This design comes from an exercise in tuning for small area, a short achievable clock period and few clock cycles on the open sky130 flow, not from production work.
The RTL was checked by simulation tests, not by an equivalence proof against the original design.

==> config.mk <==
export PLATFORM = sky130hd
export DESIGN_NAME = coin_wallet
export DESIGN_NICKNAME = coin_wallet
export VERILOG_FILES = /design/flow/design.v
export SDC_FILE = /design/flow/constraint.sdc
export NUM_CORES = 4
export LEC_CHECK = 0
export CAP_MARGIN = 20
export CORE_MARGIN = 2
export CORE_UTILIZATION = 40
export SLEW_MARGIN = 20
==> constraint.sdc <==
create_clock -name core_clock -period 8.0 [get_ports {clk}]
set_input_delay 1.6000 -clock core_clock [delete_from_list [all_inputs] [get_ports {clk}]]
set_output_delay 1.6000 -clock core_clock [all_outputs]
set_load 0.01 [all_outputs]
==> design.v <==
module wallet_b2d (
    input  wire        clk,
    input  wire        en,
    input  wire        clr,
    input  wire        din,
    output reg  [38:0] bcd,
    output reg  [3:0]  ndig
);
    reg [38:0] adj;
    integer k;
    always @* begin
        adj = clr ? 39'd0 : bcd;
        for (k = 0; k < 9; k = k + 1)
            if (adj[4*k +: 4] >= 4'd5) adj[4*k +: 4] = adj[4*k +: 4] + 4'd3;
    end
    always @(posedge clk)
        if (en) bcd <= {adj[37:0], din};
    always @* begin
        ndig = 4'd1;
        for (k = 1; k < 9; k = k + 1)
            if (bcd[4*k +: 4] != 4'd0) ndig = k[3:0] + 4'd1;
        if (bcd[38:36] != 3'd0) ndig = 4'd10;
    end
endmodule
module coin_wallet (
    input  wire        clk,
    input  wire        rst,
    input  wire        in_valid,
    output wire        in_ready,
    input  wire [7:0]  in_data,
    output wire        out_valid,
    input  wire        out_ready,
    output reg  [7:0]  out_data,
    output wire        out_last,
    input  wire        coin_edge,
    input  wire        ms_tick,
    input  wire        restore_valid,
    input  wire [31:0] restore_bal,
    input  wire [31:0] restore_cnt,
    output wire [31:0] bal,
    output wire [31:0] cnt,
    output wire        zind,
    output reg         save_req
);
    localparam [6:0] DEBOUNCE_WINDOW_MS = 7'd100;
    localparam [2:0] M_BAL = 3'd0,    
                     M_CNT = 3'd1,    
                     M_OK  = 3'd2,
                     M_OVF = 3'd3,
                     M_INS = 3'd4,
                     M_RCA = 3'd5,
                     M_INV = 3'd6,
                     M_UNK = 3'd7;
    reg [31:0] bal_r, cnt_r;
    reg [6:0]  elapsed;      
    reg        has_last;
    assign bal  = bal_r;
    assign cnt  = cnt_r;
    assign zind = (bal_r == 32'd0);
    localparam [1:0] P_LEN = 2'd0,    
                     P_PAY = 2'd1,    
                     P_DON = 2'd2,    
                     P_EXD = 2'd3;    
    localparam [3:0] F_START = 4'd0, F_G  = 4'd1, F_R  = 4'd2, F_ADD = 4'd3,
                     F_SUB   = 4'd4, F_GB = 4'd5, F_GS = 4'd6, F_GC  = 4'd7,
                     F_RB    = 4'd8, F_RC = 4'd9, F_DEAD = 4'd15;
    reg [1:0]  pst;
    reg [7:0]  remain;       
    reg        started;      
    reg        wsp;          
    reg [3:0]  fam;
    reg [3:0]  pos;          
    reg        amt_any, amt_bad, amt_nz;
    reg [3:0]  amt_nd;       
    reg [31:0] amt_val;
    assign in_ready = ~pst[1];
    wire in_fire = in_valid & in_ready;
    wire [7:0] b = in_data;
    wire b_ws  = (b == 8'h20) || (b >= 8'h09 && b <= 8'h0d);
    wire b_dig = (b[7:4] == 4'h3) && (b[3:0] <= 4'd9);
    function [7:0] kexp(input [3:0] f, input [3:0] p);
        begin
            kexp = 8'h00;
            case (f)
                F_G:   case (p) 4'd1: kexp = "E"; 4'd2: kexp = "T"; 4'd3: kexp = "_"; default: ; endcase
                F_R:   case (p) 4'd1: kexp = "E"; 4'd2: kexp = "S"; 4'd3: kexp = "E";
                                4'd4: kexp = "T"; 4'd5: kexp = "_"; default: ; endcase
                F_ADD, F_SUB:
                       case (p) 4'd1: kexp = (f == F_ADD) ? "D" : "U";
                                4'd2: kexp = (f == F_ADD) ? "D" : "B";
                                4'd3: kexp = "_"; 4'd4: kexp = "B"; 4'd5: kexp = "A";
                                4'd6: kexp = "L"; 4'd7: kexp = "A"; 4'd8: kexp = "N";
                                4'd9: kexp = "C"; 4'd10: kexp = "E"; 4'd11: kexp = "=";
                                default: ; endcase
                F_GB:  case (p) 4'd5: kexp = "A"; 4'd6: kexp = "L"; 4'd7: kexp = "A";
                                4'd8: kexp = "N"; 4'd9: kexp = "C"; 4'd10: kexp = "E";
                                default: ; endcase
                F_GS:  case (p) 4'd5: kexp = "T"; 4'd6: kexp = "A"; 4'd7: kexp = "T";
                                4'd8: kexp = "U"; 4'd9: kexp = "S"; default: ; endcase
                F_GC:  case (p) 4'd5: kexp = "O"; 4'd6: kexp = "I"; 4'd7: kexp = "N";
                                4'd8: kexp = "_"; 4'd9: kexp = "C"; 4'd10: kexp = "O";
                                4'd11: kexp = "U"; 4'd12: kexp = "N"; 4'd13: kexp = "T";
                                default: ; endcase
                F_RB:  case (p) 4'd7: kexp = "A"; 4'd8: kexp = "L"; 4'd9: kexp = "A";
                                4'd10: kexp = "N"; 4'd11: kexp = "C"; 4'd12: kexp = "E";
                                default: ; endcase
                F_RC:  case (p) 4'd7: kexp = "O"; 4'd8: kexp = "U"; 4'd9: kexp = "N";
                                4'd10: kexp = "T"; default: ; endcase
                default: ;
            endcase
        end
    endfunction
    function [3:0] klen(input [3:0] f);
        case (f)
            F_GB: klen = 4'd11;
            F_GS: klen = 4'd10;
            F_GC: klen = 4'd14;
            F_RB: klen = 4'd13;
            F_RC: klen = 4'd11;
            default: klen = 4'd0;
        endcase
    endfunction
    wire in_amt = (fam == F_ADD || fam == F_SUB) && (pos == 4'd12);
    reg        n_started, n_wsp, n_any, n_bad, n_nz;
    reg [3:0]  n_fam, n_pos, n_nd;
    reg [31:0] n_val;
    reg [35:0] acc;
    always @* begin
        n_started = started;
        n_wsp     = wsp;
        n_fam     = fam;
        n_pos     = pos;
        n_any = amt_any; n_bad = amt_bad; n_nz = amt_nz; n_nd = amt_nd;
        n_val = amt_val;
        acc   = {4'd0, amt_val} * 36'd10 + {32'd0, b[3:0]};
        if (b_ws) begin
            if (started) n_wsp = 1'b1;
        end else begin
            n_started = 1'b1;
            n_wsp     = 1'b0;
            if (in_amt) begin
                if (wsp || !b_dig) n_bad = 1'b1;
                if (b_dig) begin
                    n_any = 1'b1;
                    n_val = acc[31:0];
                    if (acc[35:32] != 4'd0) n_bad = 1'b1;
                    if (b[3:0] != 4'd0) n_nz = 1'b1;
                    if (amt_nz || b[3:0] != 4'd0) n_nd = amt_nd + 4'd1;
                end
            end else begin
                n_pos = pos + 4'd1;
                if (started && wsp) begin
                    n_fam = F_DEAD;
                end else if (fam == F_START) begin
                    n_fam = (b == "G") ? F_G : (b == "R") ? F_R :
                            (b == "A") ? F_ADD : (b == "S") ? F_SUB : F_DEAD;
                end else if (fam == F_G && pos == 4'd4) begin
                    n_fam = (b == "B") ? F_GB : (b == "S") ? F_GS :
                            (b == "C") ? F_GC : F_DEAD;
                end else if (fam == F_R && pos == 4'd6) begin
                    n_fam = (b == "B") ? F_RB : (b == "C") ? F_RC : F_DEAD;
                end else if (pos == klen(fam) || b != kexp(fam, pos)) begin
                    n_fam = F_DEAD;
                end
            end
        end
    end
    wire is_gb  = (fam == F_GB)  && (pos == 4'd11);
    wire is_gs  = (fam == F_GS)  && (pos == 4'd10);
    wire is_gc  = (fam == F_GC)  && (pos == 4'd14);
    wire is_rb  = (fam == F_RB)  && (pos == 4'd13);
    wire is_rc  = (fam == F_RC)  && (pos == 4'd11);
    wire is_add = (fam == F_ADD) && (pos == 4'd12);
    wire is_sub = (fam == F_SUB) && (pos == 4'd12);
    wire amt_ok = amt_any && !amt_bad;
    wire [31:0] add_op  = coin_edge ? 32'd0 : (is_sub ? ~amt_val : amt_val);
    wire [32:0] add_sum = {1'b0, bal_r} + {1'b0, add_op} + {32'd0, (coin_edge | is_sub)};
    wire [32:0] cnt_inc = {1'b0, cnt_r} + 33'd1;
    reg        x_ok, x_changed, x_show;
    reg [2:0]  x_msg;
    reg [3:0]  x_nc;
    reg        e_ok, e_changed, e_show, e_bal0, e_cnt0, e_sum;
    reg [2:0]  e_msg;
    always @* begin
        e_ok = 1'b0; e_changed = 1'b0; e_msg = M_UNK; e_show = 1'b0;
        e_bal0 = 1'b0; e_cnt0 = 1'b0; e_sum = 1'b0;
        if (is_gb) begin
            e_ok = 1'b1; e_msg = M_BAL;
        end else if (is_gs) begin
            e_ok = 1'b1; e_msg = M_OK;
        end else if (is_gc) begin
            e_ok = 1'b1; e_msg = M_CNT;
        end else if (is_rb) begin
            e_ok = 1'b1; e_msg = M_BAL; e_changed = 1'b1; e_bal0 = 1'b1;
        end else if (is_rc) begin
            e_ok = 1'b1; e_msg = M_RCA; e_changed = 1'b1; e_cnt0 = 1'b1;
        end else if ((is_add || is_sub) && !amt_ok) begin
            e_msg = M_INV;
        end else if (is_add) begin
            e_show = 1'b1;
            if (add_sum[32]) begin
                e_msg = M_OVF;
            end else begin
                e_ok = 1'b1; e_msg = M_BAL; e_changed = 1'b1; e_sum = 1'b1;
            end
        end else if (is_sub) begin
            e_show = 1'b1;
            if (!add_sum[32]) begin
                e_msg = M_INS;
            end else begin
                e_ok = 1'b1; e_msg = M_BAL; e_changed = 1'b1; e_sum = 1'b1;
            end
        end
    end
    reg        x_valid;      
    reg        ab_done;      
    reg        cv_busy, cv_c;
    reg [4:0]  cv_cnt;
    wire        cv_ab  = cv_busy & ~cv_c;
    wire        cv_am  = cv_busy &  cv_c;
    wire        cv_clr = (cv_cnt == 5'd0);
    wire [38:0] d_a, d_b, d_c;
    wire [3:0]  n_a, n_b, n_c_unused;
    wallet_b2d u_da (.clk(clk), .en(cv_ab), .clr(cv_clr), .din(bal_r[31]),
                     .bcd(d_a), .ndig(n_a));
    wallet_b2d u_db (.clk(clk), .en(cv_ab), .clr(cv_clr), .din(cnt_r[31]),
                     .bcd(d_b), .ndig(n_b));
    wallet_b2d u_dc (.clk(clk), .en(cv_am), .clr(cv_clr), .din(amt_val[31] & x_show),
                     .bcd(d_c), .ndig(n_c_unused));
    reg        r_act;        
    reg [1:0]  ph;           
    reg [7:0]  tp;           
    reg        dmode;        
    reg [1:0]  dsrc;         
    reg [3:0]  dcnt;         
    reg        r_late;       
    reg        r_ok, r_changed;
    reg [2:0]  r_msg;
    reg [3:0]  r_nc;
    reg [7:0]  csum;
    reg [6:0] rom;
    always @* begin
        case (tp)
            8'd0: rom = 7'h7b;
            8'd1: rom = 7'h22;
            8'd2: rom = 7'h73;
            8'd3: rom = 7'h74;
            8'd4: rom = 7'h61;
            8'd5: rom = 7'h74;
            8'd6: rom = 7'h75;
            8'd7: rom = 7'h73;
            8'd8: rom = 7'h22;
            8'd9: rom = 7'h3a;
            8'd10: rom = 7'h22;
            8'd11: rom = 7'h73;
            8'd12: rom = 7'h75;
            8'd13: rom = 7'h63;
            8'd14: rom = 7'h63;
            8'd15: rom = 7'h65;
            8'd16: rom = 7'h73;
            8'd17: rom = 7'h73;
            8'd18: rom = 7'h65;
            8'd19: rom = 7'h72;
            8'd20: rom = 7'h72;
            8'd21: rom = 7'h6f;
            8'd22: rom = 7'h72;
            8'd23: rom = 7'h22;
            8'd24: rom = 7'h2c;
            8'd25: rom = 7'h22;
            8'd26: rom = 7'h63;
            8'd27: rom = 7'h6f;
            8'd28: rom = 7'h69;
            8'd29: rom = 7'h6e;
            8'd30: rom = 7'h5f;
            8'd31: rom = 7'h62;
            8'd32: rom = 7'h61;
            8'd33: rom = 7'h6c;
            8'd34: rom = 7'h61;
            8'd35: rom = 7'h6e;
            8'd36: rom = 7'h63;
            8'd37: rom = 7'h65;
            8'd38: rom = 7'h22;
            8'd39: rom = 7'h3a;
            8'd40: rom = 7'h2c;
            8'd41: rom = 7'h22;
            8'd42: rom = 7'h63;
            8'd43: rom = 7'h6f;
            8'd44: rom = 7'h69;
            8'd45: rom = 7'h6e;
            8'd46: rom = 7'h5f;
            8'd47: rom = 7'h61;
            8'd48: rom = 7'h63;
            8'd49: rom = 7'h63;
            8'd50: rom = 7'h65;
            8'd51: rom = 7'h70;
            8'd52: rom = 7'h74;
            8'd53: rom = 7'h6f;
            8'd54: rom = 7'h72;
            8'd55: rom = 7'h5f;
            8'd56: rom = 7'h63;
            8'd57: rom = 7'h6f;
            8'd58: rom = 7'h75;
            8'd59: rom = 7'h6e;
            8'd60: rom = 7'h74;
            8'd61: rom = 7'h22;
            8'd62: rom = 7'h3a;
            8'd63: rom = 7'h2c;
            8'd64: rom = 7'h22;
            8'd65: rom = 7'h72;
            8'd66: rom = 7'h65;
            8'd67: rom = 7'h73;
            8'd68: rom = 7'h70;
            8'd69: rom = 7'h6f;
            8'd70: rom = 7'h6e;
            8'd71: rom = 7'h73;
            8'd72: rom = 7'h65;
            8'd73: rom = 7'h22;
            8'd74: rom = 7'h3a;
            8'd75: rom = 7'h22;
            8'd76: rom = 7'h22;
            8'd77: rom = 7'h2c;
            8'd78: rom = 7'h22;
            8'd79: rom = 7'h64;
            8'd80: rom = 7'h61;
            8'd81: rom = 7'h74;
            8'd82: rom = 7'h61;
            8'd83: rom = 7'h5f;
            8'd84: rom = 7'h63;
            8'd85: rom = 7'h68;
            8'd86: rom = 7'h61;
            8'd87: rom = 7'h6e;
            8'd88: rom = 7'h67;
            8'd89: rom = 7'h65;
            8'd90: rom = 7'h64;
            8'd91: rom = 7'h22;
            8'd92: rom = 7'h3a;
            8'd93: rom = 7'h74;
            8'd94: rom = 7'h72;
            8'd95: rom = 7'h75;
            8'd96: rom = 7'h65;
            8'd97: rom = 7'h66;
            8'd98: rom = 7'h61;
            8'd99: rom = 7'h6c;
            8'd100: rom = 7'h73;
            8'd101: rom = 7'h65;
            8'd102: rom = 7'h2c;
            8'd103: rom = 7'h22;
            8'd104: rom = 7'h61;
            8'd105: rom = 7'h6d;
            8'd106: rom = 7'h6f;
            8'd107: rom = 7'h75;
            8'd108: rom = 7'h6e;
            8'd109: rom = 7'h74;
            8'd110: rom = 7'h22;
            8'd111: rom = 7'h3a;
            8'd112: rom = 7'h7d;
            8'd113: rom = 7'h4f;
            8'd114: rom = 7'h4b;
            8'd115: rom = 7'h62;
            8'd116: rom = 7'h61;
            8'd117: rom = 7'h6c;
            8'd118: rom = 7'h61;
            8'd119: rom = 7'h6e;
            8'd120: rom = 7'h63;
            8'd121: rom = 7'h65;
            8'd122: rom = 7'h20;
            8'd123: rom = 7'h6f;
            8'd124: rom = 7'h76;
            8'd125: rom = 7'h65;
            8'd126: rom = 7'h72;
            8'd127: rom = 7'h66;
            8'd128: rom = 7'h6c;
            8'd129: rom = 7'h6f;
            8'd130: rom = 7'h77;
            8'd131: rom = 7'h69;
            8'd132: rom = 7'h6e;
            8'd133: rom = 7'h73;
            8'd134: rom = 7'h75;
            8'd135: rom = 7'h66;
            8'd136: rom = 7'h66;
            8'd137: rom = 7'h69;
            8'd138: rom = 7'h63;
            8'd139: rom = 7'h69;
            8'd140: rom = 7'h65;
            8'd141: rom = 7'h6e;
            8'd142: rom = 7'h74;
            8'd143: rom = 7'h20;
            8'd144: rom = 7'h62;
            8'd145: rom = 7'h61;
            8'd146: rom = 7'h6c;
            8'd147: rom = 7'h61;
            8'd148: rom = 7'h6e;
            8'd149: rom = 7'h63;
            8'd150: rom = 7'h65;
            8'd151: rom = 7'h63;
            8'd152: rom = 7'h6f;
            8'd153: rom = 7'h75;
            8'd154: rom = 7'h6e;
            8'd155: rom = 7'h74;
            8'd156: rom = 7'h20;
            8'd157: rom = 7'h72;
            8'd158: rom = 7'h65;
            8'd159: rom = 7'h73;
            8'd160: rom = 7'h65;
            8'd161: rom = 7'h74;
            8'd162: rom = 7'h69;
            8'd163: rom = 7'h6e;
            8'd164: rom = 7'h76;
            8'd165: rom = 7'h61;
            8'd166: rom = 7'h6c;
            8'd167: rom = 7'h69;
            8'd168: rom = 7'h64;
            8'd169: rom = 7'h20;
            8'd170: rom = 7'h61;
            8'd171: rom = 7'h6d;
            8'd172: rom = 7'h6f;
            8'd173: rom = 7'h75;
            8'd174: rom = 7'h6e;
            8'd175: rom = 7'h74;
            8'd176: rom = 7'h75;
            8'd177: rom = 7'h6e;
            8'd178: rom = 7'h6b;
            8'd179: rom = 7'h6e;
            8'd180: rom = 7'h6f;
            8'd181: rom = 7'h77;
            8'd182: rom = 7'h6e;
            8'd183: rom = 7'h20;
            8'd184: rom = 7'h63;
            8'd185: rom = 7'h6f;
            8'd186: rom = 7'h6d;
            8'd187: rom = 7'h6d;
            8'd188: rom = 7'h61;
            8'd189: rom = 7'h6e;
            8'd190: rom = 7'h64;
            default: rom = 7'h7d;
        endcase
    end
    reg [38:0] dsel;
    always @* begin
        case (dsrc)
            2'd0:    dsel = d_a;
            2'd1:    dsel = d_b;
            default: dsel = d_c;
        endcase
    end
    wire [3:0] digit = dcnt[3] ? {1'b0, dsel[38:36] & {3{dcnt[0]}}} | (dcnt[0] ? 4'd0 : dsel[35:32])
                               : dsel[4*dcnt[2:0] +: 4];
    wire [7:0] pay_ch = dmode ? {4'h3, digit} : {1'b0, rom};
    always @* begin
        case (ph)
            2'd0:    out_data = 8'h7e;
            2'd2:    out_data = pay_ch;
            default: out_data = csum;
        endcase
    end
    assign out_valid = r_act;
    assign out_last  = (ph == 2'd3);
    wire   out_fire  = r_act && out_ready;
    wire   pay_fire  = out_fire && (ph == 2'd2);
    function [4:0] msg_len(input [2:0] m, input [3:0] na, input [3:0] nb);
        case (m)
            M_BAL:   msg_len = {1'b0, na};
            M_CNT:   msg_len = {1'b0, nb};
            M_OK:    msg_len = 5'd2;
            M_OVF:   msg_len = 5'd16;
            M_INS:   msg_len = 5'd20;
            M_RCA:   msg_len = 5'd11;
            M_INV:   msg_len = 5'd14;
            default: msg_len = 5'd15;
        endcase
    endfunction
    wire [7:0] len_next = 8'd92
                        + (x_ok ? 8'd7 : 8'd5)
                        + {4'd0, n_a}
                        + {4'd0, n_b}
                        + {3'd0, msg_len(x_msg, n_a, n_b)}
                        + (x_changed ? 8'd4 : 8'd5)
                        + {4'd0, x_nc};
    wire exec    = (pst == P_DON) && !x_valid;
    wire late_ev = pay_fire && !dmode && (tp == 8'd76);
    wire ab_go   = x_valid && !ab_done && !cv_busy && (!r_act || r_late || late_ev);
    wire r_start = x_valid && ab_done && (!r_act || (out_fire && ph == 2'd3));
    wire cv_last = cv_busy && (cv_cnt == 5'd31);
    always @(posedge clk) begin
        if (rst) begin
            pst      <= P_LEN;
            remain   <= 8'd0;
            started  <= 1'b0;
            wsp      <= 1'b0;
            fam      <= F_START;
            pos      <= 4'd0;
            amt_any  <= 1'b0; amt_bad <= 1'b0; amt_nz <= 1'b0; amt_nd <= 4'd0;
            amt_val  <= 32'd0;
            x_valid  <= 1'b0;
            x_ok <= 1'b0; x_changed <= 1'b0; x_show <= 1'b0; x_msg <= M_UNK; x_nc <= 4'd1;
            ab_done  <= 1'b0;
            cv_busy  <= 1'b0; cv_c <= 1'b0; cv_cnt <= 5'd0;
            r_act    <= 1'b0;
            ph <= 2'd0; tp <= 8'd0; dmode <= 1'b0; dsrc <= 2'd0; dcnt <= 4'd0;
            r_late   <= 1'b0;
            r_ok <= 1'b0; r_changed <= 1'b0; r_msg <= M_UNK; r_nc <= 4'd1;
            csum     <= 8'd0;
            save_req <= 1'b0;
        end else begin
            save_req <= 1'b0;
            case (pst)
                P_LEN: if (in_fire) begin
                    remain  <= in_data;
                    started <= 1'b0;
                    wsp     <= 1'b0;
                    fam     <= F_START;
                    pos     <= 4'd0;
                    amt_any <= 1'b0; amt_bad <= 1'b0; amt_nz <= 1'b0; amt_nd <= 4'd0;
                    amt_val <= 32'd0;
                    pst     <= (in_data == 8'd0) ? P_DON : P_PAY;
                end
                P_PAY: if (in_fire) begin
                    started <= n_started;
                    wsp     <= n_wsp;
                    fam     <= n_fam;
                    pos     <= n_pos;
                    amt_any <= n_any; amt_bad <= n_bad; amt_nz <= n_nz; amt_nd <= n_nd;
                    amt_val <= n_val;
                    remain  <= remain - 8'd1;
                    if (remain == 8'd1) pst <= P_DON;
                end
                P_DON: if (exec) pst <= P_EXD;
                default: begin
                    if (cv_am) amt_val <= {amt_val[30:0], 1'b0};
                    if (cv_am && cv_last) pst <= P_LEN;
                end
            endcase
            if (exec) begin
                x_valid   <= 1'b1;
                x_ok      <= e_ok;
                x_changed <= e_changed;
                x_show    <= e_show;
                x_msg     <= e_msg;
                x_nc      <= (e_show && amt_nd != 4'd0) ? amt_nd : 4'd1;
                save_req  <= e_changed;
            end
            if (ab_go) begin
                cv_busy <= 1'b1;
                cv_c    <= 1'b0;
                cv_cnt  <= 5'd0;
            end else if (r_start) begin
                cv_busy <= 1'b1;
                cv_c    <= 1'b1;
                cv_cnt  <= 5'd0;
            end else if (cv_busy) begin
                cv_cnt <= cv_cnt + 5'd1;
                if (cv_last) begin
                    cv_busy <= 1'b0;
                    if (!cv_c) ab_done <= 1'b1;
                end
            end
            if (r_start) begin
                x_valid   <= 1'b0;
                ab_done   <= 1'b0;
                r_act     <= 1'b1;
                ph        <= 2'd0;
                tp        <= 8'd0;
                dmode     <= 1'b0;
                r_late    <= 1'b0;
                r_ok      <= x_ok;
                r_changed <= x_changed;
                r_msg     <= x_msg;
                r_nc      <= x_nc;
                csum      <= len_next;
            end else if (out_fire) begin
                case (ph)
                    2'd0: ph <= 2'd1;
                    2'd1: ph <= 2'd2;
                    2'd2: begin
                        csum <= csum + pay_ch;
                        if (dmode) begin
                            if (dcnt == 4'd0) dmode <= 1'b0;
                            else dcnt <= dcnt - 4'd1;
                        end else begin
                            case (tp)
                                8'd10:  tp <= r_ok ? 8'd11 : 8'd18;
                                8'd17:  tp <= 8'd23;
                                8'd39:  begin dmode <= 1'b1; dsrc <= 2'd0; dcnt <= n_a - 4'd1; tp <= 8'd40; end
                                8'd62:  begin dmode <= 1'b1; dsrc <= 2'd1; dcnt <= n_b - 4'd1; tp <= 8'd63; end
                                8'd75:  case (r_msg)
                                            M_BAL: begin dmode <= 1'b1; dsrc <= 2'd0; dcnt <= n_a - 4'd1; tp <= 8'd76; end
                                            M_CNT: begin dmode <= 1'b1; dsrc <= 2'd1; dcnt <= n_b - 4'd1; tp <= 8'd76; end
                                            M_OK:  tp <= 8'd113;
                                            M_OVF: tp <= 8'd115;
                                            M_INS: tp <= 8'd131;
                                            M_RCA: tp <= 8'd151;
                                            M_INV: tp <= 8'd162;
                                            default: tp <= 8'd176;
                                        endcase
                                8'd76:  begin r_late <= 1'b1; tp <= 8'd77; end
                                8'd92:  tp <= r_changed ? 8'd93 : 8'd97;
                                8'd96:  tp <= 8'd102;
                                8'd111: begin dmode <= 1'b1; dsrc <= 2'd2; dcnt <= r_nc - 4'd1; tp <= 8'd112; end
                                8'd112: ph <= 2'd3;
                                8'd114, 8'd130, 8'd150, 8'd161, 8'd175, 8'd190: tp <= 8'd76;
                                default: tp <= tp + 8'd1;
                            endcase
                        end
                    end
                    default: r_act <= 1'b0;
                endcase
            end
        end
    end
    wire accept = !has_last || (elapsed > DEBOUNCE_WINDOW_MS);
    always @(posedge clk) begin
        if (rst) begin
            bal_r    <= 32'd0;
            cnt_r    <= 32'd0;
            elapsed  <= 7'd0;
            has_last <= 1'b0;
        end else begin
            if (ms_tick && elapsed <= DEBOUNCE_WINDOW_MS)
                elapsed <= elapsed + 7'd1;
            if (exec) begin
                if (e_bal0) bal_r <= 32'd0;
                else if (e_sum) bal_r <= add_sum[31:0];
                if (e_cnt0) cnt_r <= 32'd0;
            end else if (cv_ab) begin
                bal_r <= {bal_r[30:0], bal_r[31]};
                cnt_r <= {cnt_r[30:0], cnt_r[31]};
            end else if (restore_valid) begin
                bal_r <= restore_bal;
                cnt_r <= restore_cnt;
            end else if (coin_edge) begin
                if (accept) begin
                    if (!add_sum[32]) bal_r <= add_sum[31:0];
                    if (!cnt_inc[32]) cnt_r <= cnt_inc[31:0];
                    has_last <= 1'b1;
                    elapsed  <= 7'd0;
                end else begin
                    bal_r <= 32'd0;
                    cnt_r <= 32'd0;
                end
            end
        end
    end
endmodule
==> run.sh <==
#!/bin/bash
# synth_recipe.tcl (not shown) runs the flow's synth.tcl, then flattens the netlist and writes it again
# the make line also repeats each setting of config.mk as NAME=value (left out here)
make -C /OpenROAD-flow-scripts/flow DESIGN_CONFIG=/design/flow/config.mk WORK_HOME=/design/flow/orfs CLKGATE_MAP_FILE= SYNTH_SCRIPT=/design/flow/synth_recipe.tcl finish
==> impl_metrics.toml <==
[timing]
slew_violations = 0
hold_viol_final = 0
fin_crit_ps = 6248
maxSlewHeadroom = 0.2388
finalCritPeriodShare = 0.7810
setup-tns-final_ps = 0
setup_ws_ps = 1752
timing.fmax_ghz = 0.1601
hold_slack_ps = 450.0
worstMarginPinSlew_ps = 1137
clock_skew_ps = 17.69
setup_viol = 0
rsz0062_at_grt = "false"

[floorplan]
floorplan.initialDensity = 0.4045
dieWidth_um = 270.3
row_count = 97
ioPinCount = 156
core_mm2 = 0.07015
die-area_mm2 = 0.07308
die_h_um = 270.3

[grt]
gr-total-overflow = 0
grt_max_degree = 80
antenna_found_initial = 2
grtUsageTotal = 0.2371
grt_pass1_vias = 25671
grt_pass1_wl_um = 143200

[detailed_routing]
ant_nets = 0
viasPerCell = 5.875
drtIter0Drc = 2622
vias = 27297
drt_drc_violations_left = 0
avgRoutedWirePerCell_um = 19.32
firstDrtPassIters = 6
drt-total-wl_um = 89760

[critical_path]
crit_chain = "clkdlybuf4s50_1 -> nor2_1 -> fa_1 -> inv_1 -> fa_1 -> nor2b_1 -> o31ai_2 -> a2111oi_0 -> or3_1 -> a2bb2oi_1 -> o21ai_1 -> a41o_1 -> a2bb2oi_1 -> nor4_4 -> buf_4 -> o21ai_0 -> o221a_2"
cp_data_arrival_time_ps = 6710
endpoint_kind = "flip-flop"
worstRegToRegCells = 22
worst-setup-path-type = "input pin to flip-flop"
path_buf_inv = 3
crit_family = "compound AO/OA/AOI/OAI gates"
path_max_fanout = 63
critPathMaxStageDelay_ps = 1060
r2r-end = "bal_r[30]"
required_ps = 8470
r2r_setup_slack_ps = 1940
critPathLaunchType = "input pin"
slowest_stage = "clkdlybuf4s50_1"
r2r-start = "pos[0]"

[final_layout]
multi_input_area_mm2 = 0.01947
nets = 3987
fillers = 7148
drive_gt1_frac = 0.05184
syn2layout_area_growth_pct = 12.14
final_cell_mix = "nor2_1, a21oi_1, nand2_1"
seq_area_mm2 = 0.007518
stdcell_area_mm2 = 0.03182
layout_commonest_cell = "nor2_1"

[synth]
synth_top_flop_cell = "dfxtp_1"
syn-num-nets = 3982
ys_ff_latch = 317
syn_avg_cell_area_um2 = 7.734
synth_seq_area_share = 0.2649
synth.distinct_cells = 104
syn_inst = 3669
syn_area_mm2 = 0.02837
synth_warnings = 2
async_flop_share = 0
synth_edf_count = 117

[clocking]
cts_hold_buf = 0
ctsHtreeMaxLevel = 2
cts_root_buffer = "clkbuf_16"
clk_latency_ps = 570
clockBufferDepth = 3
cts_tree = "done"
clk_pin_slew_worst_paths_ps = 60
cts_buffers = 41
cts.sinks = 317
cts_resized = 0
postCtsSetupRepairBufs = 0

[hold_path]
hp-start = "x_show"
hold_path_depth = 2
hold_path_class = "flip-flop to flip-flop"
holdPathEnd = "x_show"

[placement]
preCtsSetupSlack_ps = 1173
dpl_cell_area_mm2 = 0.03050
dp_hpwl_um = 63440
port_buffers = 155
gp_congestion = 0.9560

[job]
cap_viol_max_count = 0

[power_and_ir_drop]
vdd_drop_max_uv = 197.2
finalPower_mw = 8.268
leakagePower_nw = 12.35
powerDensity_mw_per_mm2 = 259.9

[status]
status = "finished clean"
[registers in the layout, summed over array words and instances (netlist names), 5 cells and up, named ones only]
register  count
u_dc.bcd     39
amt_val      32
tp            8
u_da.bcd     39
rom           7
cv_cnt        5
elapsed       7
remain        8
cnt_r        32
bal_r        32
u_db.bcd     39
csum          8
[tightest hold or removal path: cells and delay by family, from the launching register on]
| family | cells | cell delay (ps) |
|---|---|---|
| flip-flops | 1 | 300 |
| AO/OA/AOI/OAI | 1 | 50 |
| AND/OR/NAND/NOR | 1 | 50 |
[per-stage QoR]
stage | utilization | std cells
after floorplan | - | 3669
after global placement | 0.4347 | 4571
after detailed placement | 0.4347 | 4571
after CTS | 0.4535 | 4644
after global routing | 0.4535 | 4645
final | 0.4536 | 4646
[power breakdown]
| group | total, mW | internal, mW | switching (mW) |
|---|---|---|---|
| registers | 2.53 | 2.00 | 0.525 |
| clock network | 1.87 | 1.11 | 0.762 |
| logic | 3.86 | 1.57 | 2.29 |
[cells by family after synthesis]
kind of cell               Yosys count  synth area share
and+or+nand+nor                   1362            0.2257
AOI/OAI and AO/OA                 1123            0.2569
buffers and inverters              364           0.05137
DFF                                317            0.2649
adders and majority gates          234            0.1072
xor gates and xnor gates           191           0.05896
muxes                               78           0.03492
[how the worst max path moves through the flow]
stage / start / to / slack [ps] / cells after the start
floorplan: coin_edge / bal_r[1] / 2610 / 18
finish: coin_edge / bal_r[30] / 1750 / 17
global route: coin_edge / bal_r[30] / 1360 / 18
CTS: coin_edge / bal_r[30] / 1760 / 17
detailed placement: coin_edge / bal_r[30] / 1170 / 17
global placement: coin_edge / bal_r[30] / 1240 / 17
[cell usage after synthesis, types with 17 or more instances]
library cell	number	area share
and3_1	25	0.0055
a21oi_1	396	0.070
dfxtp_1	200	0.14
and2_1	25	0.0055
a211o_1	19	0.0059
a221oi_1	22	0.0068
a211oi_1	88	0.023
nand4_1	28	0.0062
buf_1	17	0.0022
nor2_1	445	0.059
o211ai_1	66	0.017
a31oi_1	27	0.0060
inv_1	127	0.017
clkbuf_1	174	0.023
nor2b_1	40	0.0088
buf_2	28	0.0049
edfxtp_1	117	0.12
nand2b_1	68	0.015
a22oi_1	37	0.0098
mux2i_1	45	0.016
mux2_2	18	0.0071
a221o_1	18	0.0063
a21o_1	39	0.010
o31ai_1	27	0.0071
xnor2_1	85	0.026
nand3_1	95	0.017
nor3_1	95	0.017
xor2_1	106	0.033
nand2_1	392	0.052
ha_1	219	0.097
nor4_1	39	0.0086
o21ai_0	192	0.034
o22ai_1	23	0.0051
[routing by layer]
layer / global-route usage / share of wire
met5: 0 / 0.00013
met4: 0.06368 / 0.023
met3: 0.02525 / 0.053
met2: 0.3935 / 0.47
met1: 0.3266 / 0.46
[cell type report]
type	instances	area share
clock buffer	55	0.03523
antenna	2	0.0001573
sequential	317	0.2363
inverter	133	0.01585
clock inverter	18	0.006174
tap	940	0.03696
timing repair buffer	193	0.05749
multi-input combinational	2988	0.6118
Testbench counts, summed over its fixed seeds: cycles 154,968.

-- separate check: timing with driven ports --
The results above use ideal ports. As a check the final layout listed here was re-extracted and re-timed, cells and wires unchanged. Step 1, drivers: a clkbuf_16 drives clk and a buf_2 each remaining input, both assumed. Step 2 moves the port delays by t, midway between the first and last clock arrival at a register: inputs arrive t later, outputs are due t later. That takes back most of the time a late clock gives input paths. Slacks: no drivers / after step 1 / after step 2; pairs: no drivers / after step 1.
shift t [ns]: 0.628
setup slack, ns: 1.752 / 1.795 / 1.167
hold slack, ns: 0.450 / 0.450 / 0.450
worst slew at a driven data input, ns: 0.11
After both steps this run still meets setup and hold. For this run, drivers alone change the setup slack by +0.043 ns; drivers and shift together by -0.585 ns.
